This is an optimization exercise on Yosys and OpenROAD, whose aim is small area, a short achievable clock period and few clock cycles, not a production implementation. RTL that was checked went through simulation tests only; none was proved equivalent to the original. For runs 6 to 8, only the layout was checked, not whether the RTL still works. Power figures rest on the tool's default switching activity, not on a simulated workload.

===== design/flow/config.mk =====
export PLATFORM = sky130hd
export DESIGN_NAME = tslcf_rx
export DESIGN_NICKNAME = tslcf_rx
export VERILOG_FILES = /design/flow/design.v
export SDC_FILE = /design/flow/constraint.sdc
export NUM_CORES = 4
export LEC_CHECK = 0
export ABC_CLOCK_PERIOD_IN_PS = 1800
export CAP_MARGIN = 20
export CORE_MARGIN = 2
export CORE_UTILIZATION = 55
export SETUP_SLACK_MARGIN = 2.2
export SLEW_MARGIN = 20
export TNS_END_PERCENT = 100

===== design/flow/constraint.sdc =====
create_clock -name core_clock -period 4.0 [get_ports {clk}]
set_input_delay 0.8000 -clock core_clock [delete_from_list [all_inputs] [get_ports {clk}]]
set_output_delay 0.8000 -clock core_clock [all_outputs]
set_load 0.01 [all_outputs]

===== design/flow/design.v =====
module tslcf_deframer (
    input  wire       clk,
    input  wire       rst,
    input  wire       in_valid,
    output wire       in_ready,
    input  wire [1:0] in_kind,
    input  wire [7:0] in_data,
    output reg        b_valid,    
    output reg        e_valid,    
    output reg        a_valid,    
    output reg        fe_first,   
    output reg  [7:0] op_byte
);
    localparam [1:0] K_DATA  = 2'd0,
                     K_EOS   = 2'd1,
                     K_ABORT = 2'd2;
    localparam [1:0] HUNT0 = 2'd0,   
                     HUNT1 = 2'd1,   
                     BODY0 = 2'd2,   
                     BODY1 = 2'd3;   
    reg  [1:0] state;
    reg        pend_end;    
    reg        rdy;         
    assign in_ready = rdy;
    wire take   = in_valid && !fe_first;
    wire is_esc = (in_data == 8'hFE);
    wire is_stx = (in_data == 8'h02);
    always @(posedge clk) begin
        if (!fe_first)
            op_byte <= in_data;
    end
    reg [1:0] state_n;
    reg       b_n, e_n, a_n, fe_n, pend_n;
    always @(*) begin
        state_n = state;
        b_n     = 1'b0;
        e_n     = 1'b0;
        a_n     = 1'b0;
        fe_n    = 1'b0;
        pend_n  = pend_end;
        if (fe_first) begin
            b_n = !pend_end;
            e_n = pend_end;
        end else if (take) begin
            case (in_kind)
                K_DATA: begin
                    case (state)
                        HUNT0: if (is_esc) state_n = HUNT1;
                        HUNT1: begin
                            if (is_stx)
                                state_n = BODY0;
                            else if (!is_esc)
                                state_n = HUNT0;
                        end
                        BODY0: begin
                            if (is_esc)
                                state_n = BODY1;
                            else
                                b_n = 1'b1;
                        end
                        BODY1: begin
                            state_n = BODY0;
                            if (is_stx) begin
                                e_n = 1'b1;
                            end else begin
                                b_n = 1'b1;
                                if (!is_esc) begin
                                    fe_n   = 1'b1;
                                    pend_n = 1'b0;
                                end
                            end
                        end
                    endcase
                end
                K_EOS: begin
                    state_n = HUNT0;
                    if (state == BODY0) begin
                        e_n = 1'b1;
                    end else if (state == BODY1) begin
                        b_n    = 1'b1;
                        fe_n   = 1'b1;
                        pend_n = 1'b1;
                    end
                end
                K_ABORT: begin
                    state_n = HUNT0;
                    a_n     = state[1];
                end
                default: ;   
            endcase
        end
    end
    always @(posedge clk) begin
        pend_end <= pend_n;
        if (rst) begin
            state    <= HUNT0;
            b_valid  <= 1'b0;
            e_valid  <= 1'b0;
            a_valid  <= 1'b0;
            fe_first <= 1'b0;
            rdy      <= 1'b1;
        end else begin
            state    <= state_n;
            b_valid  <= b_n;
            e_valid  <= e_n;
            a_valid  <= a_n;
            fe_first <= fe_n;
            rdy      <= !fe_n;
        end
    end
endmodule
module tslcf_parser (
    input  wire        clk,
    input  wire        rst,
    input  wire        b_valid,
    input  wire        e_valid,
    input  wire        a_valid,
    input  wire        fe_first,
    input  wire [7:0]  op_byte,
    output reg         out_valid,
    output reg  [3:0]  out_tag,
    output reg  [15:0] out_data
);
    localparam [2:0] F_PBC    = 3'd1,
                     F_VERFLG = 3'd2,
                     F_SCREEN = 3'd3,
                     F_INDEX  = 3'd4,
                     F_CW     = 3'd5,
                     F_TLEN   = 3'd6;
    localparam [2:0] S_OK          = 3'd0,
                     S_TOOSHORT    = 3'd1,
                     S_LENMISMATCH = 3'd2,
                     S_TRUNCATED   = 3'd3,
                     S_UNSUPPORTED = 3'd4,
                     S_ABORTED     = 3'd5;
    reg  [2:0]  field;       
    reg         half;        
    reg         text;        
    reg         stop;        
    reg  [15:0] text_left;   
    reg  [15:0] len_left;    
    reg         len_over;    
    wire [7:0]  lo_byte = out_data[7:0];      
    wire [7:0]  byte_in = fe_first ? 8'hFE : op_byte;
    wire [15:0] field16 = {byte_in, lo_byte};
    wire f_pbc  = (field == F_PBC);
    wire f_cw   = (field == F_CW);
    wire f_tlen = (field == F_TLEN);
    wire header = (field == F_PBC) || (field == F_VERFLG) || (field == F_SCREEN);
    wire ev_text = b_valid && text;
    wire ev_lo   = b_valid && !text && !stop && !half;
    wire ev_hi   = b_valid && !text && !stop && half;
    wire ev_end  = e_valid || a_valid;
    reg  [2:0]  status;
    always @(*) begin
        if (a_valid)
            status = S_ABORTED;
        else if (header)
            status = S_TOOSHORT;
        else if (len_over || len_left != 16'd0)
            status = S_LENMISMATCH;
        else if (stop)
            status = S_UNSUPPORTED;
        else if (field == F_INDEX && !half && !text)
            status = S_OK;
        else
            status = S_TRUNCATED;
    end
    always @(posedge clk) begin
        if (rst)
            out_valid <= 1'b0;
        else
            out_valid <= ev_text || ev_hi || ev_end;
        out_tag[3]     <= ev_end;
        out_tag[2:0]   <= ev_end ? 3'd0 : ev_hi ? field : 3'd7;
        out_data[15:8] <= ev_hi ? byte_in : 8'd0;
        if (ev_end)
            out_data[7:0] <= {5'd0, status};
        else if (ev_text || ev_lo)
            out_data[7:0] <= byte_in;
    end
    always @(posedge clk) begin
        if (rst || ev_end) begin
            field <= F_PBC;
            half  <= 1'b0;
            text  <= 1'b0;
            stop  <= 1'b0;
        end else if (ev_text) begin
            text <= (text_left[15:1] != 15'd0);
        end else if (ev_lo) begin
            half <= 1'b1;
        end else if (ev_hi) begin
            half <= 1'b0;
            case (field)
                F_PBC:    field <= F_VERFLG;
                F_VERFLG: field <= F_SCREEN;
                F_CW: begin
                    field <= F_TLEN;
                    stop  <= byte_in[7];
                end
                F_TLEN: begin
                    field <= F_INDEX;
                    text  <= (field16 != 16'd0);
                end
                default:  field <= field + 3'd1;    
            endcase
        end
    end
    always @(posedge clk) begin
        if (ev_text)
            text_left <= text_left - 16'd1;
        else if (ev_hi && f_tlen)
            text_left <= field16;
    end
    always @(posedge clk) begin
        if (b_valid) begin
            if (ev_hi && f_pbc) begin
                len_left <= field16;
                len_over <= 1'b0;
            end else begin
                len_left <= len_left - 16'd1;
                if (len_left == 16'd0)
                    len_over <= 1'b1;
            end
        end
    end
endmodule
module tslcf_rx (
    input  wire        clk,
    input  wire        rst,
    input  wire        in_valid,
    output wire        in_ready,
    input  wire [1:0]  in_kind,
    input  wire [7:0]  in_data,
    output wire        out_valid,
    output wire [3:0]  out_tag,
    output wire [15:0] out_data
);
    wire       b_valid;
    wire       e_valid;
    wire       a_valid;
    wire       fe_first;
    wire [7:0] op_byte;
    tslcf_deframer u_deframer (
        .clk      (clk),
        .rst      (rst),
        .in_valid (in_valid),
        .in_ready (in_ready),
        .in_kind  (in_kind),
        .in_data  (in_data),
        .b_valid  (b_valid),
        .e_valid  (e_valid),
        .a_valid  (a_valid),
        .fe_first (fe_first),
        .op_byte  (op_byte)
    );
    tslcf_parser u_parser (
        .clk       (clk),
        .rst       (rst),
        .b_valid   (b_valid),
        .e_valid   (e_valid),
        .a_valid   (a_valid),
        .fe_first  (fe_first),
        .op_byte   (op_byte),
        .out_valid (out_valid),
        .out_tag   (out_tag),
        .out_data  (out_data)
    );
endmodule

===== design/flow/run.sh =====
#!/bin/bash
# synth_recipe.tcl (not shown) runs the flow's synth.tcl, then flattens the netlist and writes it again
# the make line also repeats each setting of config.mk as NAME=value (left out here)
make -C /OpenROAD-flow-scripts/flow DESIGN_CONFIG=/design/flow/config.mk WORK_HOME=/design/flow/orfs CLKGATE_MAP_FILE= SYNTH_SCRIPT=/design/flow/synth_recipe.tcl finish

==> flow_metrics.tcl, run 1 <==
set metrics [dict create \
    outcome "no timing/DRC/antenna violations" \
    die_y_um 86.8 \
    p_comb_share_pct 3.8 \
    min_path_type "reg -> reg" \
    cts_buffer_depth 2 \
    cts_tree "done" \
    ys_top_cells_by_count "48 x nor2_1, 45 x edfxtp_1, 31 x dfxtp_1" \
    root_buffer "clkbuf_8" \
    synth_edf_count 45 \
    cp-start-kind "flip-flop" \
    cts.sinks 76 \
    cp_slowest_cell "or4b_4" \
    place_area_um2 4250 \
    ys_ff_latch 76 \
    yosysTopAreaCell "edfxtp_1" \
    vias_per_cell 5.84 \
    io_buffers 34 \
    antenna_left 0 \
    clk_latency_ns 0.35 \
    relSlewSlack_pct 53.8 \
    yosys.area.top_type_share_pct 35.8 \
    grt_pass1_vias 2941 \
    nFillCells 500 \
    synth_nets 396 \
    first_pass_iters 4 \
    dpl.hpwl_um 5830 \
    place_inst 473 \
    fin_crit_ns 1.88 \
    cp_cell_sequence "inv_2, ha_4, or4b_4, buf_4, nor2_4, xnor2_1, o21ai_1" \
    drc 0 \
    synthArstFlopShare_pct 0 \
    synth-warning-count 2 \
    core_area_um2 6720 \
    fmax_mhz 532 \
    period_share_pct 47.0 \
    htree_num_levels 3 \
    drive_gt1_share_pct 30.7 \
    peakVddDrop_mv 0.253 \
    clock_power_share_pct 36.0 \
    path_delay_family "simple AND/OR/NAND/NOR gates" \
    tightest_slew_ns 0.689 \
    arrival_ns 1.97 \
    io-pin-count 35 \
    grt_pass1_wl_um 14400 \
    rsz0062_at_grt "true" \
    cellPowerDensity_nw_per_um2 277 \
    cts.clk_slew.worst_paths_ns 0.08 \
    multi_input_area_um2 2010 \
    leakage_nw 1.89 \
    wl_per_cell_um 18.1 \
    p_sw_uw 317 \
    die_w_um 86.8 \
    timing.critical_path.buf_inv 2 \
    synth.avg_cell_area_um2 10.2 \
    gp_congestion 0.818 \
    maxSlewViolCount 0 \
    synthToLayoutAreaGrowth_pct 32.7 \
    grt_start_max_net_pins 33 \
    power_mw 1.39 \
    p_sw_share_pct 22.9 \
    std_cell_rows 30 \
    synth.area.top_cells "edfxtp_1 36%, dfxtp_1 16%, nor2_1 4.8%" \
    die_area_um2 7540 \
    setup_violations 0 \
    final_hold_viol_count 0 \
    design_area_um2 5010 \
    track_usage_pct 25.1 \
    antenna_found_initial 0 \
    yosysSeqAreaShare_pct 52.3 \
    ys.flop_type "edfxtp_1" \
    cp_max_fo 6 \
    post-synth-top-count-cell "nor2_1" \
    syn_inst 371 \
    internal_power_mw 1.07 \
    drt-total-wl_um 9690 \
    syn_area_um2 3770 \
    critPathKind "reg -> reg" \
    cts_made_buffers 9 \
    crit_required_ns 4.09 \
    tns_ns 0 \
    p_seq_share_pct 60.1 \
    post_synth_num_cell_types 53 \
    start_util_pct 56.1 \
    grt_overflow 0 \
    cp_slowest_stage_delay_ns 0.53 \
    ff_latch_area_um2 2000 \
    skew_ns 0.0128 \
    diodes 0 \
    final_nets 476 \
    vias 3128 \
    layoutNonFillerInstCount 536 \
    end_kind "flip-flop" \
    drt-initial-drc-count 148 \
    drv_cap 0 \
]
==> sequential cells by signal, indices dropped and copies added (netlist names) <==
name and cells:
u_deframer.a_valid 1, u_deframer.b_valid 1, u_deframer.e_valid 1, u_deframer.fe_first 1, u_deframer.op_byte 8, u_deframer.pend_end 1
u_deframer.rdy 1, u_deframer.state 2, u_parser.field 3, u_parser.half 1, u_parser.len_left 16, u_parser.len_over 1
u_parser.out_data 16, u_parser.out_tag 4, u_parser.out_valid 1, u_parser.stop 1, u_parser.text 1, u_parser.text_left 16
==> kinds of logic after synthesis <==
logic type               count (synthesis)  synth area share (%)
AND/OR/NAND/NOR                        152                  21.8
flip-flops                              76                  52.3
buffers and inverters                   29                  2.95
adder cells (fa/ha/maj)                 12                  3.98
XOR/XNOR                                25                  5.81
multiplexers                             4                  1.06
AO/OA/AOI/OAI                           73                  12.1
==> worst paths after layout <==
kind	start	end	slack, ns	cells past startpoint
worst min register to register	u_deframer.pend_end$_DFFE_PP_	u_deframer.b_valid$_SDFF_PP0_	0.48	1
worst min-delay path	u_deframer.pend_end$_DFFE_PP_	u_deframer.b_valid$_SDFF_PP0_	0.48	1
worst max-delay path	u_parser.text_left[1]$_DFFE_PP_	u_parser.text_left[8]$_DFFE_PP_	2.12	7
worst max register to register	u_parser.text_left[1]$_DFFE_PP_	u_parser.text_left[8]$_DFFE_PP_	2.12	7
==> stage by stage <==
step	hold slack [ns]	worst slack (ns)	util [%]
6_report	0.478	2.12	74.5
5_1_grt	0.495	2.03	74.5
4_1_cts	0.481	2.10	69.6
3_5_place_dp	0.479	1.45	63.3
3_3_place_gp	0.475	1.56	63.3
2_1_floorplan	0.433	2.08	-
==> metal layers <==
metal | up-vias | GRT usage, % | routed length, um
li1 | 1535 | - | -
met1 | 1491 | 35.2 | 4300
met2 | 82 | 38.2 | 4850
met3 | 20 | 5.05 | 328
met4 | 0 | 10.4 | 201
met5 | - | 0 | 0
==> final cells by class <==
class	instances	area share, %
clock buffer	10	2.55
clock inverter	6	0.625
inverter	15	1.12
multi-input combinational	266	40.2
sequential	76	40.0
tap	80	2.00
timing repair buffer	83	13.5
==> power by group through the flow <==
stage,clock network [mW],registers [mW],logic (mW)
2_1_floorplan,0,0.850,0.0259
3_3_place_gp,0,0.855,0.0491
3_5_place_dp,0,0.855,0.0498
4_1_cts,0.508,0.835,0.0515
5_1_grt,0.537,0.835,0.0587
6_report,0.500,0.835,0.0530
==> timing repair <==
item                                    4_1_cts  5_1_grt
buffers inserted                             23       24
pin swaps                                     9       18
resized for setup                            81       45
hold buffers                                  0        0
endpoints found under the setup margin       83       55
==> cells in the final DEF, fill, tap and decap left out, types with 7 or more instances in the layout <==
| cell | n |
|---|---|
| edfxtp_1 | 45 |
| nor2_1 | 44 |
| buf_4 | 43 |
| a21oi_1 | 24 |
| dlygate4sd2_1 | 22 |
| nand2_1 | 21 |
| dfxtp_1 | 19 |
| nor3_1 | 17 |
| xor2_1 | 12 |
| o21ai_0 | 12 |
| xnor2_1 | 11 |
| clkbuf_8 | 9 |
| inv_2 | 8 |
| inv_1 | 7 |
| nand4_1 | 7 |
| a31oi_1 | 7 |
Testbench counts, summed over its fixed seeds: cycles 14,627.
==> run 2: changes to the inputs <==
--- a/design/flow/config.mk
+++ b/design/flow/config.mk
@@ -7,3 +7,3 @@
 export LEC_CHECK = 0
-export ABC_CLOCK_PERIOD_IN_PS = 1800
+export ABC_AREA = 1
 export CAP_MARGIN = 20
@@ -11,3 +11,3 @@
 export CORE_UTILIZATION = 55
-export SETUP_SLACK_MARGIN = 2.2
+export SETUP_SLACK_MARGIN = 2.0
 export SLEW_MARGIN = 20
==> flow_metrics.tcl, run 2 <==
set metrics [dict create \
    outcome "no timing/DRC/antenna violations" \
    place_area_um2 4460 \
    vias_per_cell 5.21 \
    worst_hold_slack_ns 0.493 \
    io-pin-count 35 \
    path_delay_family "flip-flops" \
    clk_latency_ns 0.36 \
    start_util_pct 56.3 \
    clock_power_share_pct 40.6 \
    die_y_um 89.7 \
    dpl.hpwl_um 6790 \
    cp_max_fo 2 \
    cp-start-kind "flip-flop" \
    fin_crit_ns 1.93 \
    nFillCells 633 \
    grt_overflow 0 \
    synth_edf_count 45 \
    synthArstFlopShare_pct 0 \
    synthToLayoutAreaGrowth_pct 16.2 \
    io_buffers 34 \
    period_share_pct 48.4 \
    cts_made_buffers 9 \
    cts_tree "done" \
    tns_ns 0 \
    final_hold_viol_count 0 \
    internal_power_mw 1.15 \
    grt_pass1_vias 2967 \
    drt-total-wl_um 9260 \
    min_path_type "reg -> reg" \
    post_synth_num_cell_types 32 \
    cts_buffer_depth 2 \
    grt_start_max_net_pins 29 \
    ys.flop_type "edfxtp_1" \
    cts_hold_buf 0 \
    drive_gt1_share_pct 7.37 \
    tightest_slew_ns 0.464 \
    die_w_um 89.7 \
    vias 3414 \
    p_sw_uw 327 \
    antenna_found_initial 0 \
    antenna_left 0 \
    end_kind "output pin" \
    power_mw 1.48 \
    cts.sinks 76 \
    p_seq_share_pct 56.1 \
    cp_slowest_stage_delay_ns 0.47 \
    root_buffer "clkbuf_8" \
    synth-warning-count 2 \
    cp_slowest_cell "edfxtp_1" \
    cp_cell_sequence "dlygate4sd2_1" \
    arrival_ns 1.13 \
    yosysTopAreaCell "edfxtp_1" \
    yosys.area.top_type_share_pct 33.5 \
    drv_cap 0 \
    grt_pass1_wl_um 14400 \
    p_sw_share_pct 22.1 \
    yosysSeqAreaShare_pct 48.8 \
    design_area_um2 4690 \
    cellPowerDensity_nw_per_um2 315 \
    place_inst 636 \
    fmax_mhz 517 \
    setup_violations 0 \
    first_pass_iters 4 \
    layoutNonFillerInstCount 655 \
    ys_top_cells_by_count "129 x nand2_1, 94 x nor2_1, 61 x inv_1" \
    p_comb_share_pct 3.3 \
    core_area_um2 7180 \
    multi_input_area_um2 1790 \
    synth.avg_cell_area_um2 7.92 \
    final_nets 576 \
    std_cell_rows 31 \
    synth.area.top_cells "edfxtp_1 33%, dfxtp_1 15%, nand2_1 12%" \
    die_area_um2 8050 \
    crit_required_ns 3.20 \
    gp_congestion 0.927 \
    peakVddDrop_mv 0.194 \
    relSlewSlack_pct 69.0 \
    diodes 0 \
    mostFrequentLayoutCells "128 x nand2_1, 93 x nor2_1, 59 x inv_1, 45 x edfxtp_1, 31 x o21ai_0" \
    cts.clk_slew.worst_paths_ns 0.08 \
    rsz0062_at_grt "false" \
    skew_ns 0.0129 \
    syn_inst 510 \
    critPathKind "reg -> out" \
    timing.critical_path.buf_inv 1 \
    syn_area_um2 4040 \
    ff_latch_area_um2 1980 \
    layout_commonest_cell "nand2_1" \
    drc 0 \
    post-synth-top-count-cell "nand2_1" \
    synth_nets 535 \
    htree_num_levels 3 \
    leakage_nw 2.13 \
    wl_per_cell_um 14.1 \
    largestRegisters "u_parser.len_left: 16 flops, u_parser.out_data: 16 flops, u_parser.text_left: 16 flops" \
    maxSlewViolCount 0 \
    drt-initial-drc-count 221 \
    track_usage_pct 24.1 \
    ys_ff_latch 76 \
]
run 2: changes by cell type after synthesis, moves of 7 or more:
cell / previous run / this run
a21oi_1: 25 / 18
clkbuf_1: 11 / 3
inv_1: 15 / 61
nand2_1: 22 / 129
nand3_1: 5 / 26
nor2_1: 48 / 94
nor3_1: 22 / 3
nor4_1: 8 / 0
o21ai_0: 14 / 31
xnor2_1: 12 / 4
run 2: per-stage QoR:
| stage | worst slack, ns | utilization (%) |
|---|---|---|
| final | 2.07 | 65.4 |
| after global routing | 2.04 | 65.4 |
| after CTS | 2.00 | 65.1 |
| after detailed placement | 1.62 | 62.2 |
| after global placement | 1.66 | 62.2 |
| after floorplan | 2.06 | - |
run 2: cell type report:
cell class / instances / share of cell area (%)
Sequential cell: 76 / 42.2
Multi-Input combinational cell: 363 / 38.2
Tap cell: 99 / 2.64
Clock inverter: 6 / 1.31
Timing Repair Buffer: 38 / 7.65
Clock buffer: 10 / 2.93
Inverter: 63 / 5.09
run 2: path summary, 6_finish.rpt:
kind / start / endpoint / slack (ns) / cells past startpoint
setup / recovery: u_parser.out_data[2]$_DFFE_PP_ / out_data[2] / 2.07 / 1
hold / removal: u_parser.half$_SDFFE_PP0P_ / u_parser.half$_SDFFE_PP0P_ / 0.49 / 2
hold reg to reg: u_parser.half$_SDFFE_PP0P_ / u_parser.half$_SDFFE_PP0P_ / 0.49 / 2
setup reg to reg: u_deframer.b_valid$_SDFF_PP0_ / u_parser.text$_SDFFE_PP0P_ / 2.26 / 8
run 2: kinds of logic (layout without fill, tap and decap cells):
| group | after synthesis | in the layout | share of synthesized area [%] |
|---|---|---|---|
| DFF | 76 | 76 | 48.8 |
| and+or+nand+nor | 270 | 270 | 28.6 |
| xor gates and xnor gates | 11 | 11 | 2.39 |
| AOI/OAI and AO/OA | 70 | 70 | 9.39 |
| adders and majority gates | 12 | 12 | 3.72 |
| buffers and inverters | 71 | 117 | 7.13 |
run 2: repair_timing:
action / 4_1_cts / 5_1_grt
resized for setup: 25 / 11
setup buffers: 3 / 0
endpoints found under the setup margin: 47 / 23
pin swaps: 0 / 0
run 2: power groups by stage:
stage | Clock, mW | Combinational (mW) | Sequential (mW)
4_1_cts | 0.605 | 0.0483 | 0.830
3_5_place_dp | 0 | 0.0480 | 0.848
2_1_floorplan | 0 | 0.0238 | 0.847
5_1_grt | 0.644 | 0.0542 | 0.830
3_3_place_gp | 0 | 0.0466 | 0.848
6_report | 0.601 | 0.0483 | 0.830
run 2: metal layers:
layer	vias to the layer above	share of wire (%)	track usage (%)
li1	1737	-	-
met1	1569	46	32.0
met2	92	48	38.6
met3	16	4.0	5.03
met4	0	1.9	9.36
met5	-	0	0
==> run 3: changes to the inputs <==
--- a/design/flow/config.mk
+++ b/design/flow/config.mk
@@ -7,3 +7,2 @@
 export LEC_CHECK = 0
-export ABC_AREA = 1
 export CAP_MARGIN = 20
==> flow_metrics.tcl, run 3 <==
set metrics [dict create \
    outcome "no timing/DRC/antenna violations" \
    crit_required_ns 4.11 \
    power_mw 1.45 \
    synth.area.top_cells "edfxtp_1 36%, dfxtp_1 16%, nor2_1 4.8%" \
    drive_gt1_share_pct 16.8 \
    drv_cap 0 \
    first_pass_iters 5 \
    gp_congestion 0.798 \
    diodes 0 \
    drc 0 \
    mostFrequentLayoutCells "46 x nor2_1, 45 x edfxtp_1, 24 x a21oi_1, 23 x dfxtp_1, 22 x nand2_1" \
    tns_ns 0 \
    peakVddDrop_mv 0.167 \
    io-pin-count 35 \
    synth-warning-count 2 \
    grt_overflow 0 \
    largestRegisters "u_parser.len_left: 16 flops, u_parser.out_data: 16 flops, u_parser.text_left: 16 flops" \
    relSlewSlack_pct 45.7 \
    yosysSeqAreaShare_pct 52.3 \
    tightest_slew_ns 0.813 \
    core_area_um2 6720 \
    io_buffers 34 \
    synth_edf_count 45 \
    drt-total-wl_um 8850 \
    antenna_left 0 \
    post_synth_num_cell_types 53 \
    fmax_mhz 490 \
    skew_ns 0.0128 \
    period_share_pct 51.1 \
    wl_per_cell_um 17.4 \
    nFillCells 514 \
    arrival_ns 2.15 \
    synthArstFlopShare_pct 0 \
    cts.sinks 76 \
    ys_ff_latch 76 \
    antenna_found_initial 0 \
    htree_num_levels 3 \
    leakage_nw 1.84 \
    grt_start_max_net_pins 33 \
    final_hold_viol_count 0 \
    grt_pass1_vias 2745 \
    yosys.area.top_type_share_pct 35.8 \
    rsz0062_at_grt "true" \
    setup_violations 0 \
    synthToLayoutAreaGrowth_pct 24.7 \
    clk_latency_ns 0.35 \
    std_cell_rows 30 \
    cp_max_fo 4 \
    die_area_um2 7540 \
    final_core_util_pct 70.0 \
    die_y_um 86.8 \
    worst_hold_slack_ns 0.476 \
    dpl.hpwl_um 5770 \
    end_kind "flip-flop" \
    fin_crit_ns 2.04 \
    min_path_type "reg -> reg" \
    vias_per_cell 5.94 \
    layout_commonest_cell "nor2_1" \
    critPathKind "in -> reg" \
    vias 3019 \
    synth_nets 396 \
    synth.avg_cell_area_um2 10.2 \
    yosysTopAreaCell "edfxtp_1" \
    start_util_pct 56.1 \
    final_nets 448 \
    grt_pass1_wl_um 13900 \
    syn_area_um2 3770 \
    cts_tree "done" \
    cp-start-kind "input pin" \
    cts_buffer_depth 2 \
    root_buffer "clkbuf_8" \
    ys_top_cells_by_count "48 x nor2_1, 45 x edfxtp_1, 31 x dfxtp_1" \
    drt-initial-drc-count 273 \
    cts_made_buffers 9 \
    syn_inst 371 \
    ys.flop_type "edfxtp_1" \
    post-synth-top-count-cell "nor2_1" \
    cellPowerDensity_nw_per_um2 309 \
    cts.clk_slew.worst_paths_ns 0.08 \
    track_usage_pct 24.2 \
    maxSlewViolCount 0 \
    die_w_um 86.8 \
]
[run 3: routing by layer]
metal  vias to the layer above  GRT usage, %  wire (um)
met2                       109          38.1       4230
met5                         -             0          0
met3                        23          3.62        464
met1                      1420          33.6       3980
met4                         0          9.94        172
li1                       1467             -          -
[run 3: repair_timing]
action	4_1_cts	5_1_grt
setup endpoints to repair	49	38
hold buffers	0	0
setup buffers	8	10
pin swaps	1	6
hold endpoints to repair	0	0
gates resized for setup	26	33
[run 3: worst max-delay path: stages]
cell and delay, ns:
clkdlybuf4s50_1 0.48, nor4b_2 0.49, a21oi_2 0.14, o211a_1 0.25
[run 3: area by class of cell]
type	instances	area, um2	area share [%]
flip-flops and latches	76	1990	42.4
multi-input cells	266	1830	38.8
repair buffers	55	532	11.3
clock buffers	11	163	3.46
well taps	80	100	2.13
inverters	15	56.3	1.20
clock inverters	5	32.5	0.692
[run 3: path summary, 6_finish.rpt]
path | slack [ns] | cells past startpoint | endpoint | from
worst max register to register | 2.02 | 7 | u_parser.text_left[15]$_DFFE_PP_ | u_parser.text_left[0]$_DFFE_PP_
worst max-delay path | 1.96 | 4 | u_deframer.pend_end$_DFFE_PP_ | in_data[0]
worst min register to register | 0.48 | 1 | u_deframer.b_valid$_SDFF_PP0_ | u_deframer.pend_end$_DFFE_PP_
worst min-delay path | 0.48 | 1 | u_deframer.b_valid$_SDFF_PP0_ | u_deframer.pend_end$_DFFE_PP_
[run 3: power breakdown]
| group | total [mW] | leakage [nW] | internal (mW) | switching [mW] |
|---|---|---|---|---|
| logic | 0.0511 | 1.07 | 0.0256 | 0.0255 |
| clock network | 0.564 | 0.101 | 0.279 | 0.284 |
| registers | 0.836 | 0.670 | 0.826 | 0.00967 |
[run 3: through the flow]
stage | instance area [um2] | setup slack [ns] | instances
6_report | 4700 | 1.96 | 508
5_1_grt | 4700 | 1.89 | 508
4_1_cts | 4500 | 1.87 | 498
3_5_place_dp | 4190 | 1.37 | 474
3_3_place_gp | 4190 | 1.50 | 474
2_1_floorplan | 3790 | 2.05 | 371
[run 3: cells by family after synthesis]
group           count (synthesis)  share of synthesized area, %
simple gates                  152                          21.8
xor+xnor                       25                          5.81
buf+inv                        29                          2.95
compound gates                 73                          12.1
fa+ha+maj                      12                          3.98
flops                          76                          52.3
mux                             4                          1.06
==> run 4: changes to the inputs <==
==> design/flow/flow/run.sh (new file) <==
#!/bin/bash
# Standard layout, with plain buffers (not delay cells) on the ports.
set -euo pipefail
export BUFFER_PORTS_ARGS="-buffer_cell sky130_fd_sc_hd__buf_2"
bash standard.sh > flow.log 2>&1
==> design/flow/standard.sh (new file) <==
#!/bin/bash
# synth_recipe.tcl (not shown) runs the flow's synth.tcl, then flattens the netlist and writes it again
# the make line also repeats each setting of config.mk as NAME=value (left out here)
make -C /OpenROAD-flow-scripts/flow DESIGN_CONFIG=/design/flow/config.mk WORK_HOME=/design/flow/orfs CLKGATE_MAP_FILE= SYNTH_SCRIPT=/design/flow/synth_recipe.tcl "${@:-finish}"
--- a/design/flow/config.mk
+++ b/design/flow/config.mk
@@ -7,6 +7,8 @@
 export LEC_CHECK = 0
+export ABC_AREA = 1
 export CAP_MARGIN = 20
 export CORE_MARGIN = 2
-export CORE_UTILIZATION = 55
-export SETUP_SLACK_MARGIN = 2.0
+export CORE_UTILIZATION = 70
+export PLACE_DENSITY = 0.8
+export SETUP_SLACK_MARGIN = 2.2
 export SLEW_MARGIN = 20
removed: design/flow/run.sh
==> flow_metrics.tcl, run 4 <==
set metrics [dict create \
    rsz0062_at_grt "true" \
    cp_slowest_stage_delay_ns 0.48 \
    root_buffer "clkbuf_8" \
    clk_latency_ns 0.36 \
    antenna_left 0 \
    skew_ns 0.00747 \
    synth-warning-count 2 \
    p_comb_share_pct 2.6 \
    setup_violations 0 \
    ff_latch_area_um2 1980 \
    r2r_start "u_parser.len_left[2]$_DFFE_PP_" \
    first_pass_iters 5 \
    nFillCells 352 \
    outcome "no timing/DRC/antenna violations" \
    cts_made_buffers 9 \
    rr_worst_depth 8 \
    timing.critical_path.buf_inv 1 \
    post_synth_num_cell_types 32 \
    p_seq_share_pct 52.3 \
    drc 0 \
    ys_ff_latch 76 \
    cts_tree "done" \
    syn_inst 510 \
    cp_cell_sequence "buf_2" \
    gp_congestion 0.899 \
    cp-start-kind "flip-flop" \
    cts.sinks 76 \
    fmax_mhz 551 \
    min_path_type "reg -> reg" \
    end_kind "output pin" \
    ys.flop_type "edfxtp_1" \
    synth_edf_count 45 \
    core_area_um2 5540 \
    cp_slowest_cell "edfxtp_1" \
    track_usage_pct 31.4 \
    syn_area_um2 4040 \
    grt_start_max_net_pins 29 \
    tns_ns 0 \
    vias 3545 \
    cts_hold_buf 0 \
    layout_commonest_cell "nand2_1" \
    largestRegisters "u_parser.len_left: 16 flops, u_parser.out_data: 16 flops, u_parser.text_left: 16 flops" \
    p_sw_uw 327 \
    synth.avg_cell_area_um2 7.92 \
    synth_nets 535 \
    multi_input_area_um2 1810 \
    cp_max_fo 4 \
    leakage_nw 2.07 \
    yosysTopAreaCell "edfxtp_1" \
    io-pin-count 35 \
    crit_required_ns 3.20 \
    antenna_found_initial 1 \
    grt_pass1_wl_um 15200 \
    yosysSeqAreaShare_pct 48.8 \
    ys_top_cells_by_count "129 x nand2_1, 94 x nor2_1, 61 x inv_1" \
    critPathCapture "out_data[1]" \
    p_sw_share_pct 20.6 \
    synthArstFlopShare_pct 0 \
    worst_hold_slack_ns 0.478 \
    drt-total-wl_um 9410 \
    internal_power_mw 1.26 \
    cellPowerDensity_nw_per_um2 346 \
    critical_path.startpoint "u_parser.out_data[1]$_DFFE_PP_" \
    rrSetupSlack_ns 2.27 \
    maxSlewViolCount 0 \
    std_cell_rows 27 \
    final_nets 576 \
    cts_buffer_depth 2 \
    crit_cells 1 \
    path_delay_family "flip-flops" \
    synthToLayoutAreaGrowth_pct 13.6 \
    peakVddDrop_mv 0.264 \
    vias_per_cell 5.64 \
    dpl.hpwl_um 6540 \
    clock_power_share_pct 45.1 \
    tightest_slew_ns 0.519 \
    io_buffers 34 \
    die_w_um 80.0 \
    drive_gt1_share_pct 14.0 \
    mostFrequentLayoutCells "127 x nand2_1, 90 x nor2_1, 59 x inv_1, 45 x edfxtp_1, 34 x buf_2" \
    htree_num_levels 3 \
    grt_overflow 0 \
    start_util_pct 72.9 \
    wl_per_cell_um 15.0 \
    grt_pass1_vias 3285 \
    drv_cap 0 \
    period_share_pct 45.4 \
    synth.area.top_cells "edfxtp_1 33%, dfxtp_1 15%, nand2_1 12%" \
    fin_crit_ns 1.82 \
    relSlewSlack_pct 65.3 \
    cts.clk_slew.worst_paths_ns 0.08 \
    die_y_um 80.0 \
    drt-initial-drc-count 411 \
    yosys.area.top_type_share_pct 33.5 \
    critPathKind "reg -> out" \
    die_area_um2 6390 \
    post-synth-top-count-cell "nand2_1" \
    arrival_ns 1.02 \
    design_area_um2 4590 \
    final_hold_viol_count 0 \
    rr_endpoint "u_parser.len_left[10]$_DFFE_PP_" \
    place_area_um2 4250 \
]
run 4: cell types whose count changed after synthesis, sizes merged, moves of 7 or more:
cell / change
nand3: +23
a21oi: -7
xnor2: -8
nor4: -10
o21ai: +21
nor3: -20
nand2: +108
nor2: +49
inv: +48
clkbuf: -8
run 4: through the flow:
step / setup WS, ns / utilization (%) / cells / total power, mW
2_1_floorplan: 2.21 / - / 510 / 0.871
3_3_place_gp: 1.69 / 76.7 / 608 / 0.888
3_5_place_dp: 1.62 / 76.7 / 608 / 0.889
4_1_cts: 2.20 / 81.8 / 626 / 1.58
5_1_grt: 2.17 / 82.8 / 628 / 1.62
6_report: 2.18 / 82.8 / 629 / 1.59
run 4: area by class of cell:
cell class	count	area share, %
flip-flops and latches	76	43.1
multi-input cells	363	39.5
inverters	63	5.37
clock buffers	13	4.63
repair buffers	38	4.44
well taps	72	1.96
clock inverters	3	0.927
diodes	1	0.0545
run 4: metal layers:
metal	vias up	wire length, um	global-route usage, %
met4	0	297	14.2
met5	-	0	0
met3	28	768	6.22
met2	189	4430	52.1
met1	1578	3920	39.5
li1	1750	-	-
run 4: worst min path at each step:
stage / from / endpoint / slack [ns] / cells past startpoint
3_3_place_gp: u_parser.half$_SDFFE_PP0P_ / u_parser.half$_SDFFE_PP0P_ / 0.46 / 2
3_5_place_dp: u_parser.half$_SDFFE_PP0P_ / u_parser.half$_SDFFE_PP0P_ / 0.46 / 2
5_1_grt: u_parser.half$_SDFFE_PP0P_ / u_parser.half$_SDFFE_PP0P_ / 0.49 / 2
4_1_cts: u_parser.half$_SDFFE_PP0P_ / u_parser.half$_SDFFE_PP0P_ / 0.47 / 2
2_1_floorplan: u_deframer.pend_end$_DFFE_PP_ / u_deframer.b_valid$_SDFF_PP0_ / 0.43 / 1
6_report: u_parser.half$_SDFFE_PP0P_ / u_parser.half$_SDFFE_PP0P_ / 0.48 / 2
run 4: power by group through the flow:
stage	logic [mW]	registers [mW]	clock network, mW
2_1_floorplan	0.0238	0.847	0
3_3_place_gp	0.0396	0.848	0
3_5_place_dp	0.0405	0.848	0
4_1_cts	0.0411	0.830	0.710
5_1_grt	0.0471	0.830	0.746
6_report	0.0417	0.830	0.715
run 4: logic make-up after synthesis:
kind of cell	synth area share (%)
XOR/XNOR	2.39
AND/OR/NAND/NOR	28.6
adder cells (fa/ha/maj)	3.72
buffers and inverters	7.13
flip-flops	48.8
AO/OA/AOI/OAI	9.39
run 4: what timing repair did:
action | in CTS | in global routing
setup buffers | 2 | 2
setup endpoints to repair | 47 | 32
gates resized for setup | 4 | 13
==> run 5: changes to the inputs <==
==> design/flow/run.sh (new file) <==
#!/bin/bash
# synth_recipe.tcl (not shown) runs the flow's synth.tcl, then flattens the netlist and writes it again
# the make line also repeats each setting of config.mk as NAME=value (left out here)
make -C /OpenROAD-flow-scripts/flow DESIGN_CONFIG=/design/flow/config.mk WORK_HOME=/design/flow/orfs CLKGATE_MAP_FILE= SYNTH_SCRIPT=/design/flow/synth_recipe.tcl finish
removed: design/flow/flow/run.sh
removed: design/flow/standard.sh
==> flow_metrics.tcl, run 5 <==
set metrics [dict create \
    drc 0 \
    arrival_ns 0.99 \
    largestRegisters "u_parser.len_left: 16 flops, u_parser.out_data: 16 flops, u_parser.text_left: 16 flops" \
    fmax_mhz 559 \
    vias_per_cell 5.87 \
    yosysTopAreaCell "edfxtp_1" \
    first_pass_iters 6 \
    worst_hold_slack_ns 0.472 \
    syn_inst 510 \
    core_area_um2 5540 \
    drt-initial-drc-count 432 \
    diodes 0 \
    cts_hold_buf 0 \
    cp-start-kind "flip-flop" \
    ys_top_cells_by_count "129 x nand2_1, 94 x nor2_1, 61 x inv_1" \
    std_cell_rows 27 \
    min_path_type "reg -> reg" \
    start_util_pct 72.9 \
    die_area_um2 6390 \
    htree_num_levels 3 \
    cts_tree "done" \
    tightest_slew_ns 0.471 \
    synth_edf_count 45 \
    final_nets 580 \
    tns_ns 0 \
    layoutNonFillerInstCount 631 \
    setup_violations 0 \
    crit_required_ns 3.20 \
    synth_nets 535 \
    skew_ns 0.00955 \
    place_inst 609 \
    yosys.area.top_type_share_pct 33.5 \
    clk_latency_ns 0.35 \
    synth.area.top_cells "edfxtp_1 33%, dfxtp_1 15%, nand2_1 12%" \
    grt_start_max_net_pins 28 \
    maxSlewViolCount 0 \
    dpl.hpwl_um 6820 \
    cts_made_buffers 9 \
    relSlewSlack_pct 68.6 \
    synth.avg_cell_area_um2 7.92 \
    grt_pass1_vias 3379 \
    post_synth_num_cell_types 32 \
    root_buffer "clkbuf_8" \
    end_kind "output pin" \
    antenna_left 0 \
    period_share_pct 44.7 \
    grt.met2_usage_pct 56.0 \
    layout_commonest_cell "nand2_1" \
    ys_ff_latch 76 \
    peakVddDrop_mv 0.251 \
    rsz0062_at_grt "true" \
    use_met1_pct 39.9 \
    nFillCells 325 \
    yosysSeqAreaShare_pct 48.8 \
    synth-warning-count 2 \
    synthArstFlopShare_pct 0 \
    grt_overflow 0 \
    cts.clk_slew.worst_paths_ns 0.07 \
    mostFrequentLayoutCells "126 x nand2_1, 87 x nor2_1, 55 x inv_1, 45 x edfxtp_1, 29 x o21ai_0" \
    antenna_found_initial 0 \
    io_buffers 34 \
    outcome "no timing/DRC/antenna violations" \
    cellPowerDensity_nw_per_um2 306 \
    wl_per_cell_um 16.0 \
    critPathKind "reg -> out" \
    timing.critical_path.buf_inv 1 \
    die_y_um 80.0 \
    cp_max_fo 1 \
    synthToLayoutAreaGrowth_pct 17.1 \
    io-pin-count 35 \
    vias 3706 \
    path_delay_family "flip-flops" \
    cp_slowest_stage_delay_ns 0.33 \
    drt-total-wl_um 10100 \
    leakage_nw 2.11 \
    syn_area_um2 4040 \
    grt.busiest_layer "met2" \
    cts.sinks 76 \
    track_usage_pct 32.5 \
    drive_gt1_share_pct 11.8 \
    final_hold_viol_count 0 \
    die_w_um 80.0 \
    post-synth-top-count-cell "nand2_1" \
    cp_cell_sequence "dlygate4sd2_1" \
    cts_buffer_depth 2 \
    grt.met3_usage_pct 3.28 \
    ys.flop_type "edfxtp_1" \
    fin_crit_ns 1.79 \
    gp_congestion 0.902 \
    drv_cap 0 \
    grt_pass1_wl_um 15600 \
    cp_slowest_cell "dfxtp_1" \
]
==> run 5: cell count changes in the layout (fill, tap and decap cells not counted), moves of 3 or more <==
| cell | before | now |
|---|---|---|
| clkdlybuf4s50_1 | 0 | 7 |
| buf_4 | 3 | 7 |
| buf_2 | 34 | 2 |
| clkdlybuf4s15_1 | 0 | 3 |
| clkbuf_16 | 3 | 0 |
| inv_2 | 1 | 6 |
| dlygate4sd2_1 | 0 | 14 |
| nor2_1 | 90 | 87 |
| dlymetal6s2s_1 | 0 | 3 |
| clkbuf_2 | 0 | 5 |
| clkbuf_8 | 10 | 14 |
| inv_1 | 59 | 55 |
==> run 5: through the flow <==
stage | setup WS (ns) | util [%] | total power [mW] | area, um2
detailed placement | 1.57 | 79.9 | 0.896 | 4430
global placement | 1.70 | 79.9 | 0.894 | 4430
global route | 2.14 | 85.4 | 1.48 | 4730
finish | 2.21 | 85.4 | 1.45 | 4730
CTS | 2.12 | 83.8 | 1.43 | 4640
floorplan | 2.21 | - | 0.871 | 4040
==> run 5: cells by family after synthesis <==
kind of cell	synth area share [%]
AND/OR/NAND/NOR	28.6
flip-flops	48.8
buffers and inverters	7.13
AO/OA/AOI/OAI	9.39
adder cells (fa/ha/maj)	3.72
XOR/XNOR	2.39
==> run 5: repair_timing <==
| action | 4_1_cts | 5_1_grt |
|---|---|---|
| gates cloned | 0 | 0 |
| endpoints found under the setup margin | 49 | 34 |
| buffers inserted | 4 | 3 |
| resized for setup | 49 | 33 |
| pin swaps | 0 | 3 |
==> run 5: worst paths after layout <==
check / slack, ns / cells past startpoint / startpoint / end
max: 2.21 / 1 / u_parser.out_data[12]$_SDFF_PN0_ / out_data[12]
min: 0.47 / 2 / u_parser.half$_SDFFE_PP0P_ / u_parser.half$_SDFFE_PP0P_
max reg2reg: 2.30 / 7 / u_parser.text_left[0]$_DFFE_PP_ / u_parser.text_left[10]$_DFFE_PP_
min reg2reg: 0.47 / 2 / u_parser.half$_SDFFE_PP0P_ / u_parser.half$_SDFFE_PP0P_
==> run 5: final cells by class <==
type                       count  area [um2]  area share [%]
sequential                    76        1980            41.9
multi-input combinational    363        1860            39.4
timing repair buffer          42         362            7.64
tap                           72        90.1            1.90
clock inverter                 1        5.00           0.106
clock buffer                  14         183            3.86
inverter                      63         243            5.13
==> run 5: per-layer routing <==
metal / up-vias / routed length (um)
li1: 1757 / -
met1: 1700 / 4020
met2: 208 / 4990
met3: 41 / 711
met4: 0 / 407
met5: - / 0
==> run 5: power by group <==
part | switching, mW | leakage [nW] | internal (mW)
clock network | 0.274 | 0.0986 | 0.289
logic | 0.0327 | 1.31 | 0.0219
registers | 0.00422 | 0.698 | 0.826
total | 0.311 | 2.11 | 1.14
==> run 6: changes to the inputs <==
--- a/design/flow/design.v
+++ b/design/flow/design.v
@@ -139,4 +139,4 @@
     reg         stop;        
-    reg  [15:0] text_left;   
-    reg  [15:0] len_left;    
+    reg  [15:0] text_nleft;  
+    reg  [15:0] len_nleft;   
     reg         len_over;    
@@ -159,3 +159,3 @@
             status = S_TOOSHORT;
-        else if (len_over || len_left != 16'd0)
+        else if (len_over || len_nleft != 16'hFFFF)
             status = S_LENMISMATCH;
@@ -188,3 +188,3 @@
         end else if (ev_text) begin
-            text <= (text_left[15:1] != 15'd0);
+            text <= (text_nleft[15:1] != 15'h7FFF);
         end else if (ev_lo) begin
@@ -210,5 +210,5 @@
         if (ev_text)
-            text_left <= text_left - 16'd1;
+            text_nleft <= text_nleft + 16'd1;
         else if (ev_hi && f_tlen)
-            text_left <= field16;
+            text_nleft <= ~field16;
     end
@@ -217,7 +217,7 @@
             if (ev_hi && f_pbc) begin
-                len_left <= field16;
-                len_over <= 1'b0;
+                len_nleft <= ~field16;
+                len_over  <= 1'b0;
             end else begin
-                len_left <= len_left - 16'd1;
-                if (len_left == 16'd0)
+                len_nleft <= len_nleft + 16'd1;
+                if (len_nleft == 16'hFFFF)
                     len_over <= 1'b1;
==> design/flow/flow/run.sh (new file) <==
#!/bin/bash
# Standard layout, with plain buffers (not delay cells) on the ports.
set -euo pipefail
export BUFFER_PORTS_ARGS="-buffer_cell sky130_fd_sc_hd__buf_2"
bash standard.sh > flow.log 2>&1
==> design/flow/standard.sh (new file) <==
#!/bin/bash
# synth_recipe.tcl (not shown) runs the flow's synth.tcl, then flattens the netlist and writes it again
# the make line also repeats each setting of config.mk as NAME=value (left out here)
make -C /OpenROAD-flow-scripts/flow DESIGN_CONFIG=/design/flow/config.mk WORK_HOME=/design/flow/orfs CLKGATE_MAP_FILE= SYNTH_SCRIPT=/design/flow/synth_recipe.tcl "${@:-finish}"
--- a/design/flow/config.mk
+++ b/design/flow/config.mk
@@ -12,3 +12,3 @@
 export PLACE_DENSITY = 0.8
-export SETUP_SLACK_MARGIN = 2.2
+export SETUP_SLACK_MARGIN = 2.4
 export SLEW_MARGIN = 20
removed: design/flow/run.sh
==> flow_metrics.tcl, run 6 <==
set metrics [dict create \
    outcome "no timing/DRC/antenna violations" \
    layout_commonest_cell "nand2_1" \
    design_area_um2 4960 \
    p_sw_share_pct 22.3 \
    post_synth_num_cell_types 38 \
    final_core_util_pct 91.2 \
    grt_pass1_wl_um 16000 \
    min_to "u_parser.field[0]$_SDFFE_PP1P_" \
    grt_start_max_net_pins 21 \
    antenna_left 0 \
    tns_ns 0 \
    min_path_type "reg -> reg" \
    post-synth-top-count-cell "nand2_1" \
    ys_top_cells_by_count "102 x nand2_1, 66 x nor2_1, 52 x inv_1" \
    first_pass_iters 11 \
    drt-total-wl_um 12500 \
    cts.sinks 76 \
    holdCritStartpoint "u_parser.field[0]$_SDFFE_PP1P_" \
    cts_made_buffers 9 \
    p_sw_uw 330 \
    leakage_nw 2.08 \
    p_seq_share_pct 56.1 \
    vias_per_cell 6.49 \
    worst_hold_slack_ns 0.536 \
    synth_edf_count 45 \
    die_y_um 78.7 \
    maxSlewViolCount 0 \
    final_hold_viol_count 0 \
    largestRegisters "u_parser.len_nleft: 16 flops, u_parser.out_data: 16 flops, u_parser.text_nleft: 16 flops" \
    fin_crit_ns 1.88 \
    dpl.hpwl_um 6460 \
    relSlewSlack_pct 60.8 \
    crit_required_ns 4.23 \
    rr_endpoint "u_parser.len_nleft[12]$_DFFE_PP_" \
    synth.avg_cell_area_um2 8.34 \
    cts_hold_buf 0 \
    r2r_start "u_parser.len_nleft[0]$_DFFE_PP_" \
    wl_per_cell_um 20.2 \
    final_nets 567 \
    end_kind "flip-flop" \
    cts.clk_slew.worst_paths_ns 0.09 \
    cts_tree "done" \
    htree_num_levels 3 \
    yosysTopAreaCell "edfxtp_1" \
    critical_path.startpoint "u_parser.len_nleft[0]$_DFFE_PP_" \
    arrival_ns 2.11 \
    grt_overflow 0 \
    cp_max_fo 6 \
    critPathKind "reg -> reg" \
    synthArstFlopShare_pct 0 \
    syn_inst 469 \
    tightest_slew_ns 0.586 \
    rrSetupSlack_ns 2.12 \
    synth-warning-count 2 \
    place_area_um2 4170 \
    die_area_um2 6200 \
    synthToLayoutAreaGrowth_pct 26.9 \
    fmax_mhz 533 \
    rsz0062_at_grt "true" \
    mostFrequentLayoutCells "95 x nand2_1, 58 x nor2_1, 45 x edfxtp_1, 44 x inv_1, 33 x buf_4" \
    die_w_um 78.7 \
    syn_area_um2 3910 \
    cp-start-kind "flip-flop" \
    start_util_pct 71.9 \
    ys.flop_type "edfxtp_1" \
    drc 0 \
    diodes 0 \
    yosysSeqAreaShare_pct 50.4 \
    synth_nets 493 \
    yosys.area.top_type_share_pct 34.6 \
    worst_slack_ns 2.12 \
    root_buffer "clkbuf_8" \
    vias 4017 \
    drt-initial-drc-count 870 \
    cellPowerDensity_nw_per_um2 299 \
    grt_pass1_vias 3411 \
    min_path_cells 2 \
    io_buffers 34 \
    gp_congestion 0.892 \
    p_comb_share_pct 4.5 \
    setup_violations 0 \
    std_cell_rows 27 \
    synth.area.top_cells "edfxtp_1 35%, dfxtp_1 16%, nand2_1 9.8%" \
    rr_worst_depth 9 \
    antenna_found_initial 0 \
    cts_buffer_depth 2 \
    clock_power_share_pct 39.4 \
    skew_ns 0.0200 \
    track_usage_pct 34.2 \
    peakVddDrop_mv 0.306 \
    drive_gt1_share_pct 28.9 \
    core_area_um2 5440 \
    drv_cap 0 \
    io-pin-count 35 \
    dp_slack_ns 1.77 \
    ys_ff_latch 76 \
    period_share_pct 46.9 \
    internal_power_mw 1.15 \
    clk_latency_ns 0.37 \
]
[run 6: cell count changes after synthesis, sizes merged, moves of 3 or more]
cell | before | now
o21ai | 37 | 49
nand4 | 7 | 4
xnor2 | 4 | 10
nand2 | 130 | 105
nand3 | 28 | 25
inv | 63 | 53
nor3 | 3 | 13
nor2 | 97 | 69
[run 6: logic make-up (layout without fill, tap and decap cells)]
kind of cell	after synthesis	count (layout)	synth area share, %
buffers and inverters	65	141	6.85
flip-flops	76	76	50.4
AO/OA/AOI/OAI	77	77	10.5
XOR/XNOR	17	17	3.81
adder cells (fa/ha/maj)	11	11	3.52
AND/OR/NAND/NOR	223	225	24.9
[run 6: through the flow]
step	cells	total power [mW]
finish	619	1.48
global route	619	1.51
CTS	604	1.45
detailed placement	565	0.903
global placement	565	0.900
floorplan	469	0.880
[run 6: worst max-delay path, cell delays in order, from the launching register on]
cell	delay, ns
edfxtp_1	0.37
ha_2	0.19
nand2_2	0.07
nor2_4	0.12
nand2_4	0.09
nor3_4	0.29
buf_4	0.20
xor2_1	0.26
nand2_1	0.09
nand2_1	0.06
[run 6: repair_timing]
action | in CTS | in global routing
pin swaps | 12 | 16
cloned | 1 | 1
setup endpoints to repair | 71 | 56
setup buffers | 23 | 14
gates resized for setup | 36 | 50
[run 6: area by class of cell]
| cell class | count | area (um2) |
|---|---|---|
| inverters | 55 | 248 |
| clock buffers | 12 | 145 |
| multi-input cells | 330 | 1880 |
| fillers | 216 | 478 |
| well taps | 72 | 90.1 |
| clock inverters | 3 | 40.0 |
| repair buffers | 71 | 562 |
| flip-flops and latches | 76 | 2000 |
[run 6: layer usage]
metal | vias to the layer above | global-route usage, % | wire length [um]
met1 | 1795 | 41.1 | 3950
li1 | 1706 | - | -
met5 | - | 0 | 0
met2 | 404 | 58.6 | 6030
met4 | 0 | 18.4 | 913
met3 | 112 | 5.80 | 1620
[run 6: how the worst max path moves through the flow]
stage / to / slack, ns / cells past startpoint
floorplan: u_deframer.pend_end$_DFFE_PP_ / 2.27 / 7
CTS: out_data[1] / 2.24 / 1
global placement: u_parser.text$_SDFFE_PP0P_ / 1.90 / 6
detailed placement: u_parser.text$_SDFFE_PP0P_ / 1.77 / 6
finish: u_parser.len_nleft[12]$_DFFE_PP_ / 2.12 / 9
global route: u_parser.len_nleft[12]$_DFFE_PP_ / 2.07 / 9
[run 6: power by group through the flow]
stage | logic, mW | registers (mW) | clock network [mW]
after floorplan | 0.0305 | 0.849 | 0
after global placement | 0.0498 | 0.851 | 0
after detailed placement | 0.0516 | 0.851 | 0
after CTS | 0.0591 | 0.831 | 0.563
after global routing | 0.0716 | 0.832 | 0.606
final | 0.0667 | 0.832 | 0.583
==> run 7: changes to the inputs <==
--- a/design/flow/design.v
+++ b/design/flow/design.v
@@ -142,2 +142,12 @@
     reg         len_over;    
+    wire [15:0] text_inc, len_inc;
+    assign text_inc[0] = !text_nleft[0];
+    assign len_inc[0]  = !len_nleft[0];
+    genvar gi;
+    generate
+        for (gi = 1; gi < 16; gi = gi + 1) begin : g_inc
+            assign text_inc[gi] = text_nleft[gi] ^ (&text_nleft[gi-1:0]);
+            assign len_inc[gi]  = len_nleft[gi]  ^ (&len_nleft[gi-1:0]);
+        end
+    endgenerate
     wire [7:0]  lo_byte = out_data[7:0];      
@@ -210,3 +220,3 @@
         if (ev_text)
-            text_nleft <= text_nleft + 16'd1;
+            text_nleft <= text_inc;
         else if (ev_hi && f_tlen)
@@ -220,3 +230,3 @@
             end else begin
-                len_nleft <= len_nleft + 16'd1;
+                len_nleft <= len_inc;
                 if (len_nleft == 16'hFFFF)
--- a/design/flow/config.mk
+++ b/design/flow/config.mk
@@ -10,5 +10,5 @@
 export CORE_MARGIN = 2
-export CORE_UTILIZATION = 70
-export PLACE_DENSITY = 0.8
-export SETUP_SLACK_MARGIN = 2.4
+export CORE_UTILIZATION = 65
+export PLACE_DENSITY = 0.75
+export SETUP_SLACK_MARGIN = 2.2
 export SLEW_MARGIN = 20
==> flow_metrics.tcl, run 7 <==
set metrics [dict create \
    std_cell_rows 27 \
    r2r_start "u_parser.len_nleft[0]$_DFFE_PP_" \
    min_path_cells 1 \
    wl_met3_um 450 \
    min_to "u_deframer.b_valid$_SDFF_PP0_" \
    power_mw 1.47 \
    relSlewSlack_pct 60.5 \
    layout_commonest_cell "nand2_1" \
    cp_cell_sequence "buf_2" \
    gp_congestion 0.832 \
    post_synth_num_cell_types 37 \
    min_path_type "reg -> reg" \
    rr_endpoint "u_parser.len_nleft[11]$_DFFE_PP_" \
    wl_met1_um 3480 \
    design_area_um2 4370 \
    period_share_pct 45.0 \
    ys_top_cells_by_count "99 x nand2_1, 58 x inv_1, 53 x nor2_1" \
    final_hold_viol_count 0 \
    diodes 0 \
    vias 3110 \
    cellPowerDensity_nw_per_um2 337 \
    wl_per_cell_um 14.7 \
    drv_cap 0 \
    die_w_um 80.7 \
    rsz0062_at_grt "true" \
    vias_per_cell 5.49 \
    synthArstFlopShare_pct 0 \
    outcome "no timing/DRC/antenna violations" \
    leakage_nw 1.89 \
    cts_hold_buf 0 \
    io_buffers 34 \
    cts_tree "done" \
    antenna_left 0 \
    maxSlewViolCount 0 \
    arrival_ns 1.00 \
    cts.clk_slew.worst_paths_ns 0.08 \
    yosys.area.top_type_share_pct 35.4 \
    ys_ff_latch 76 \
    grt_start_max_net_pins 21 \
    cp_slowest_cell "edfxtp_1" \
    drc 0 \
    cp-start-kind "flip-flop" \
    place_area_um2 4040 \
    peakVddDrop_mv 0.243 \
    syn_inst 442 \
    highest_layer "met4" \
    dpl.hpwl_um 5850 \
    end_kind "output pin" \
    clk_latency_ns 0.34 \
    drt-total-wl_um 8320 \
    post-synth-top-count-cell "nand2_1" \
    drt-initial-drc-count 245 \
    holdCritStartpoint "u_deframer.pend_end$_DFFE_PP_" \
    tightest_slew_ns 0.591 \
    met2_length_um 4140 \
    first_pass_iters 6 \
    synth-warning-count 2 \
    start_util_pct 68.1 \
    fmax_mhz 555 \
    htree_num_levels 3 \
    path_delay_family "flip-flops" \
    core_area_um2 5610 \
    grt_overflow 0 \
    drive_gt1_share_pct 19.2 \
    crit_required_ns 3.20 \
    tns_ns 0 \
    rrSetupSlack_ns 2.27 \
    synth_nets 472 \
    root_buffer "clkbuf_8" \
    timing.critical_path.buf_inv 1 \
    cts.sinks 76 \
    setup_violations 0 \
    io-pin-count 35 \
    grt_pass1_vias 2820 \
    yosysTopAreaCell "edfxtp_1" \
    die_area_um2 6510 \
    cp_slowest_stage_delay_ns 0.47 \
    cts_made_buffers 9 \
    synth.avg_cell_area_um2 8.64 \
    rr_worst_depth 10 \
    syn_area_um2 3820 \
    grt_pass1_wl_um 12800 \
    final_nets 519 \
    fin_crit_ns 1.80 \
    synth_edf_count 45 \
    ys.flop_type "edfxtp_1" \
    skew_ns 0.00767 \
    cp_max_fo 4 \
    largestRegisters "u_parser.len_nleft: 16 flops, u_parser.out_data: 16 flops, u_parser.text_nleft: 16 flops" \
    synthToLayoutAreaGrowth_pct 14.5 \
    mostFrequentLayoutCells "98 x nand2_1, 53 x inv_1, 48 x nor2_1, 45 x edfxtp_1, 34 x buf_2" \
    synth.area.top_cells "edfxtp_1 35%, dfxtp_1 16%, nand2_1 9.7%" \
    track_usage_pct 26.5 \
    critPathKind "reg -> out" \
    yosysSeqAreaShare_pct 51.6 \
    die_y_um 80.7 \
    antenna_found_initial 0 \
    cts_buffer_depth 2 \
]
## run 7: final cells by class
type / instances / area, um2
clock buffers: 10 / 138
fillers: 410 / 1230
repair buffers: 45 / 253
well taps: 72 / 90.1
multi-input cells: 296 / 1620
flip-flops and latches: 76 / 1980
inverters: 60 / 233
repair inverters: 1 / 5.00
clock inverters: 6 / 61.3
## run 7: through the flow
| stage | setup WS, ns | std cells | utilization (%) | hold slack, ns |
|---|---|---|---|---|
| after floorplan | 2.21 | 442 | - | 0.422 |
| after global placement | 1.78 | 538 | 72.0 | 0.446 |
| after detailed placement | 1.65 | 538 | 72.0 | 0.470 |
| after CTS | 2.20 | 558 | 76.3 | 0.494 |
| after global routing | 2.16 | 566 | 78.0 | 0.512 |
| final | 2.20 | 566 | 78.0 | 0.494 |
## run 7: worst max path at each step
stage / start / to / slack [ns] / cells after the start
6_report: u_parser.out_data[2]$_DFFE_PP_ / out_data[2] / 2.20 / 1
5_1_grt: u_parser.len_nleft[0]$_DFFE_PP_ / u_parser.len_nleft[14]$_DFFE_PP_ / 2.16 / 7
4_1_cts: u_parser.out_data[2]$_DFFE_PP_ / out_data[2] / 2.20 / 1
3_5_place_dp: u_deframer.b_valid$_SDFF_PP0_ / u_parser.text$_SDFFE_PP0P_ / 1.65 / 7
3_3_place_gp: u_deframer.b_valid$_SDFF_PP0_ / u_parser.text$_SDFFE_PP0P_ / 1.78 / 7
2_1_floorplan: in_kind[1] / u_deframer.pend_end$_DFFE_PP_ / 2.21 / 7
## run 7: layer usage
metal	vias up	global-route usage [%]
met5	-	0
met4	0	13.9
met3	26	4.72
met2	110	44.6
met1	1427	32.3
li1	1547	-
## run 7: cell families (layout without fill, tap and decap cells)
logic type,after synthesis,in the layout,share of synthesized area (%)
adders and majority gates,17,17,5.57
DFF,76,76,51.6
xor gates and xnor gates,12,12,2.75
buffers and inverters,70,122,7.50
and+or+nand+nor,201,201,23.2
AOI/OAI and AO/OA,66,66,9.34
## run 7: repair_timing
action,in CTS,in global routing
buffers inserted,4,7
pin swaps,2,8
setup endpoints to repair,55,33
gates resized for setup,6,13
cloned,0,1
## run 7: power breakdown
part	switching (mW)	total, mW	internal [mW]
logic	0.0335	0.0518	0.0183
registers	0.00703	0.837	0.830
clock network	0.281	0.585	0.305
total	0.321	1.47	1.15
## run 7: worst reg2reg max path, delay by kind of cell (launching register included)
family | cells | cell delay [ns]
simple gates | 7 | 0.68
flops | 1 | 0.36
fa+ha+maj | 1 | 0.19
buf+inv | 1 | 0.13
xor+xnor | 1 | 0.13
==> run 8: changes to the inputs <==
--- a/design/flow/config.mk
+++ b/design/flow/config.mk
@@ -7,3 +7,2 @@
 export LEC_CHECK = 0
-export ABC_AREA = 1
 export CAP_MARGIN = 20
==> flow_metrics.tcl, run 8 <==
set metrics [dict create \
    outcome "no timing/DRC/antenna violations" \
    io_buffers 34 \
    std_cell_rows 27 \
    htree_num_levels 3 \
    cts_tree "done" \
    holdCritStartpoint "u_parser.field[0]$_SDFFE_PP1P_" \
    post-synth-top-count-cell "nor2_1" \
    rr_endpoint "u_parser.text$_SDFFE_PP0P_" \
    min_to "u_parser.field[0]$_SDFFE_PP1P_" \
    cts.clk_slew.worst_paths_ns 0.08 \
    cp_cell_sequence "buf_2" \
    crit_required_ns 3.20 \
    min_path_cells 2 \
    timing.critical_path.buf_inv 1 \
    fin_crit_ns 1.78 \
    cp_slowest_cell "edfxtp_1" \
    design_area_um2 4350 \
    vias 2844 \
    nFillCells 356 \
    cellPowerDensity_nw_per_um2 357 \
    worst_slack_ns 2.22 \
    p_sw_share_pct 20.3 \
    drt-total-wl_um 7950 \
    synth-warning-count 2 \
    diodes 0 \
    drc 0 \
    p_seq_share_pct 53.4 \
    place_area_um2 3860 \
    place_inst 449 \
    skew_ns 0.00892 \
    tightest_slew_ns 0.701 \
    die_w_um 78.5 \
    synth_edf_count 45 \
    internal_power_mw 1.24 \
    ys_top_cells_by_count "51 x nor2_1, 45 x edfxtp_1, 37 x nand2_1" \
    worst_hold_slack_ns 0.555 \
    fmax_mhz 562 \
    rr_worst_depth 4 \
    die_area_um2 6170 \
    synthToLayoutAreaGrowth_pct 20.5 \
    yosysSeqAreaShare_pct 54.6 \
    root_buffer "clkbuf_8" \
    period_share_pct 44.5 \
    setup_violations 0 \
    maxSlewViolCount 0 \
    yosys.area.top_type_share_pct 37.4 \
    arrival_ns 0.98 \
    rsz0062_at_grt "true" \
    core_area_um2 5440 \
    grt_pass1_wl_um 12600 \
    gp_congestion 0.818 \
    antenna_left 0 \
    grt_start_max_net_pins 36 \
    layoutNonFillerInstCount 478 \
    yosysTopAreaCell "edfxtp_1" \
    syn_area_um2 3610 \
    vias_per_cell 5.95 \
    final_hold_viol_count 0 \
    ys.flop_type "edfxtp_1" \
    peakVddDrop_mv 0.248 \
    dp_slack_ns 1.75 \
    syn_inst 355 \
    critPathKind "reg -> out" \
    antenna_found_initial 0 \
    cts.sinks 76 \
    dpl.hpwl_um 5290 \
    synth.area.top_cells "edfxtp_1 37%, dfxtp_1 17%, ha_1 5.9%" \
    grt_pass1_vias 2641 \
    layout_commonest_cell "nor2_1" \
    synthArstFlopShare_pct 0 \
    synth.avg_cell_area_um2 10.2 \
    mostFrequentLayoutCells "48 x nor2_1, 45 x edfxtp_1, 35 x nand2_1, 32 x buf_2" \
    cts_hold_buf 0 \
    p_comb_share_pct 3.1 \
    cp_max_fo 3 \
    rrSetupSlack_ns 2.23 \
    end_kind "output pin" \
    clk_latency_ns 0.35 \
    cts_made_buffers 9 \
    power_mw 1.55 \
    start_util_pct 66.4 \
    drv_cap 0 \
    largestRegisters "u_parser.len_nleft: 16 flops, u_parser.out_data: 16 flops, u_parser.text_nleft: 16 flops" \
    wl_per_cell_um 16.6 \
    final_core_util_pct 80.0 \
    synth_nets 385 \
    track_usage_pct 26.8 \
    clock_power_share_pct 43.6 \
    r2r_start "u_parser.text_nleft[5]$_DFFE_PP_" \
    ys_ff_latch 76 \
    tns_ns 0 \
    drt-initial-drc-count 276 \
    drive_gt1_share_pct 24.4 \
    min_path_type "reg -> reg" \
    cp_slowest_stage_delay_ns 0.45 \
    cts_buffer_depth 2 \
    io-pin-count 35 \
    path_delay_family "flip-flops" \
    cp-start-kind "flip-flop" \
    final_nets 431 \
    first_pass_iters 5 \
    grt_overflow 0 \
    relSlewSlack_pct 52.9 \
    leakage_nw 1.71 \
    die_y_um 78.5 \
    p_sw_uw 315 \
    post_synth_num_cell_types 50 \
]
## run 8: kinds of logic (layout without fill, tap and decap cells)
| group | Yosys count | after routing | share of synthesized area [%] |
|---|---|---|---|
| fa+ha+maj | 17 | 17 | 5.89 |
| compound gates | 68 | 68 | 11.1 |
| xor+xnor | 21 | 21 | 5.09 |
| buf+inv | 27 | 78 | 3.43 |
| mux | 2 | 2 | 0.554 |
| simple gates | 144 | 144 | 19.3 |
| flops | 76 | 76 | 54.6 |
## run 8: worst max path at each step
stage	slack [ns]	cells past startpoint	from	endpoint
6_report	2.22	1	u_parser.out_data[2]$_DFFE_PP_	out_data[2]
5_1_grt	2.14	4	u_parser.text_nleft[5]$_DFFE_PP_	u_parser.text$_SDFFE_PP0P_
4_1_cts	2.20	5	u_deframer.b_valid$_SDFF_PP0_	u_parser.text$_SDFFE_PP0P_
3_5_place_dp	1.75	5	u_deframer.b_valid$_SDFF_PP0_	u_parser.text$_SDFFE_PP0P_
3_3_place_gp	1.83	5	u_deframer.b_valid$_SDFF_PP0_	u_parser.text$_SDFFE_PP0P_
2_1_floorplan	2.14	7	in_kind[1]	u_deframer.pend_end$_DFFE_PP_
## run 8: what timing repair did
action | 4_1_cts | 5_1_grt
pin swaps | 1 | 9
buffers inserted | 2 | 11
endpoints found under the setup margin | 48 | 44
endpoints found under the hold margin | 0 | 0
gates resized for setup | 15 | 21
## run 8: final cells by class
type	count	area, um2	area share, %
sequential	76	1980	45.5
multi-input combinational	252	1650	38.0
timing repair buffer	48	300	6.90
clock buffer	14	238	5.46
tap	72	90.1	2.07
inverter	14	75.1	1.73
clock inverter	2	13.8	0.316
## run 8: per-layer routing
layer | GRT usage (%) | up-vias | share of wire [%]
met2 | 43.3 | 117 | 49
met5 | 0 | - | 0
met1 | 35.2 | 1351 | 43
met3 | 5.63 | 15 | 6.1
met4 | 11.4 | 0 | 2.2
li1 | - | 1361 | -
## run 8: power by group through the flow
stage                     Sequential, mW  Clock (mW)  Combinational, mW
after global routing               0.830       0.711             0.0529
after global placement             0.848           0             0.0436
final                              0.829       0.677             0.0476
after detailed placement           0.848           0             0.0443
after CTS                          0.829       0.682             0.0447
after floorplan                    0.846           0             0.0266

==> re-timing with driven ports <==
Ports are ideal in the flow. The routed layouts listed here were re-timed in OpenROAD. Step 1 assumes that a clkbuf_16 drives the clock port and a buf_2 every other input. Step 2 times the ports against the registers' clock, not the clock port: input delays grow and output delays shrink by t, the midpoint of the rising clock arrivals with the driver on. Slacks: ideal ports / drivers / drivers and shift; pairs: ideal ports / drivers.
| run | t (ns) | setup WS [ns] | latest minus earliest clock arrival (ns) | worst register clock-pin slew, ns |
|---|---|---|---|---|
| run 1 | 0.374 | 2.121 / 2.121 / 1.870 | 0.014 / 0.014 | 0.09 / 0.09 |
| run 2 | 0.382 | 2.065 / 2.033 / 1.825 | 0.013 / 0.013 | 0.09 / 0.09 |
| run 3 | 0.369 | 1.957 / 1.962 / 1.593 | 0.013 / 0.013 | 0.09 / 0.09 |
| run 4 | 0.382 | 2.185 / 2.154 / 1.972 | 0.007 / 0.008 | 0.08 / 0.08 |
| run 5 | 0.381 | 2.210 / 2.180 / 1.854 | 0.010 / 0.010 | 0.08 / 0.08 |
| run 6 | 0.386 | 2.124 / 2.124 / 2.000 | 0.020 / 0.020 | 0.09 / 0.09 |
| run 7 | 0.371 | 2.198 / 2.167 / 1.958 | 0.010 / 0.009 | 0.08 / 0.08 |
| run 8 | 0.377 | 2.222 / 2.193 / 1.865 | 0.009 / 0.008 | 0.08 / 0.08 |
After both steps every run listed still meets setup and hold. The setup slack of run 3, which loses most, moves by +0.005 ns with the drivers and by -0.364 ns with both steps.
